What follows belongs to an exercise in optimizing a design on an open flow for small area, a short achievable clock period and few clock cycles; a production flow would make more cautious choices. The RTL was checked by simulation tests, not by an equivalence proof against the original design.

Setup of job 101:
==> flow/design.v (excerpt) <==
module gf2n_copro (
    input  wire        clk,
    input  wire        rst,      
    input  wire        sel,
    input  wire        wr,
    input  wire [13:0] addr,
    input  wire [63:0] wdata,
    output reg  [63:0] rdata,
    output wire        busy,
    output wire        done,
    output wire        err
);
For scale: roughly 7700 cells after synthesis, about 150 I/O pins, ~61000 um2 of cells after synthesis.
export LEC_CHECK = 0
export CAP_MARGIN = 20
export CORE_MARGIN = 2
export CORE_UTILIZATION = 40
export PLACE_DENSITY = 0.6
export SETUP_SLACK_MARGIN = 3.0
export SLEW_MARGIN = 20
export TNS_END_PERCENT = 0
create_clock -name core_clock -period 8.0 [get_ports {clk}]
run.sh (not shown) runs the stock make flow with config.mk's settings and CLKGATE_MAP_FILE= SYNTH_SCRIPT=/design/flow/synth_recipe.tcl, a recipe that flattens the netlist after the stock synthesis.
Testbench counts of job 101, summed over its fixed seeds: cycles 16,511.
[inputs] job 102 vs job 101
-- flow/design.v --
<<< job 101, line 208
    end
    wire [7:0]  trc_nx = trccnt + ({3'd0, ppop} & {8{pend_ok}}) + {4'd0, mcnt};
    reg  [63:0] rd_g1, rd_g2;
    reg  [7:0]  rd_g0, rd_g3;
    always @(*) begin
        case (addr[1:0])
            2'd1:    rd_g0 = {st_errcode, 1'b0, st_err, st_done, busy};
            2'd2:    rd_g0 = {7'd0, errinfo};
            default: rd_g0 = 8'd0;
        endcase
        case (addr[1:0])
            2'd0:    rd_g1 = reg_a;
            2'd1:    rd_g1 = reg_b;
            2'd2:    rd_g1 = reg_m;
            default: rd_g1 = reg_n;
        endcase
        case (addr[1:0])
            2'd0:    rd_g2 = reg_res;
            2'd1:    rd_g2 = reg_resa;
            2'd2:    rd_g2 = reg_resb;
            default: rd_g2 = 64'd0;
        endcase
        rd_g3 = (addr[1:0] == 2'd1) ? trccnt : 8'd0;
    end
    wire addr_hi0 = (addr[13:4] == 10'd0);
    always @(*) begin
        case (addr[3:2])
            2'd0:    rdata = {56'd0, rd_g0};
            2'd1:    rdata = rd_g1;
            2'd2:    rdata = rd_g2;
            default: rdata = {56'd0, rd_g3};
        endcase
        if (!addr_hi0)
            rdata = 64'd0;
    end
    wire op_lo  = (wdata[63:3] == 61'd0);
    wire op_red = op_lo && (wdata[2:0] == 3'd3);
>>> job 102, line 208
    end
    wire [7:0]  trc_nx = trccnt + ({3'd0, ppop} & {8{pend_ok}}) + {4'd0, mcnt};
    reg  [63:0] rd_lo;
    always @(*) begin
        case (addr[3:0])
            4'h1:    rd_lo = {56'd0, st_errcode, 1'b0, st_err, st_done, busy};
            4'h2:    rd_lo = {63'd0, errinfo};
            4'h4:    rd_lo = reg_a;
            4'h5:    rd_lo = reg_b;
            4'h6:    rd_lo = reg_m;
            4'h7:    rd_lo = reg_n;
            4'h8:    rd_lo = reg_res;
            4'h9:    rd_lo = reg_resa;
            4'hA:    rd_lo = reg_resb;
            4'hD:    rd_lo = {56'd0, trccnt};
            default: rd_lo = 64'd0;
        endcase
    end
    wire addr_hi0 = (addr[13:4] == 10'd0);
    always @(*) rdata = addr_hi0 ? rd_lo : 64'd0;
    wire op_lo  = (wdata[63:3] == 61'd0);
    wire op_red = op_lo && (wdata[2:0] == 3'd3);
Notes after the runs:
Number of buffer and inverter stages on the critical path, job 101 and job 102: smaller value in job 102
In job 102 relative to job 101, width of the chip had gone down slightly.
In the reports for job 101 and job 102, the larger critical path depth belongs to job 101.
Compared with job 101, job 102 improves synthesized area.
Compared with job 101, job 102 shows a smallest setup slack after layout that is 0.11 ns higher.
Floorplan die height shrinks slightly when moving from job 101 to job 102.
Job 102 has gate count of the mapped netlist below what job 101 had.
Compared with job 101, job 102 shows a higher mean area per synthesized cell.
Job 101 has higher cell area after layout than job 102.
Compared to job 101, job 102 has peak fanout along the critical path 8 lower.
Relative to job 101, via count of the first global-routing pass decreased by 2.9% in job 102.
Between job 101 and job 102, the clock skew is lower for job 102.
Diff job 101 -> job 102 | wire length of the first global-routing pass | decrease of about 0.45%
Testbench counts of job 102, summed over its fixed seeds: cycles 16,511.

## afterwards: timing with drivers on the ports
The results above use ideal ports. As a check the final layouts listed here were re-extracted and re-timed, cells and wires unchanged. Step 1 sets driving cells, clkbuf_16 on the clock port and buf_2 on the other inputs (assumed; they add their load-dependent delay and slew). Step 2 times the ports against the registers' clock, not the clock port: input delays grow and output delays shrink by t, the midpoint of the rising clock arrivals with the driver on. Slacks: no drivers / after step 1 / after step 2; pairs: no drivers / after step 1.
run	t, ns	setup WS [ns]	worst setup path at the end	slew at the worst register clock pin (ns)
job 101	0.819	1.929 / 1.929 / 1.386	input to register	0.07 / 0.07
job 102	0.796	2.035 / 2.035 / 1.646	input to register	0.07 / 0.07
After both steps every run listed still meets setup and hold. For job 101, which loses most, drivers alone change the setup slack by 0.000 ns; drivers and shift together by -0.543 ns.
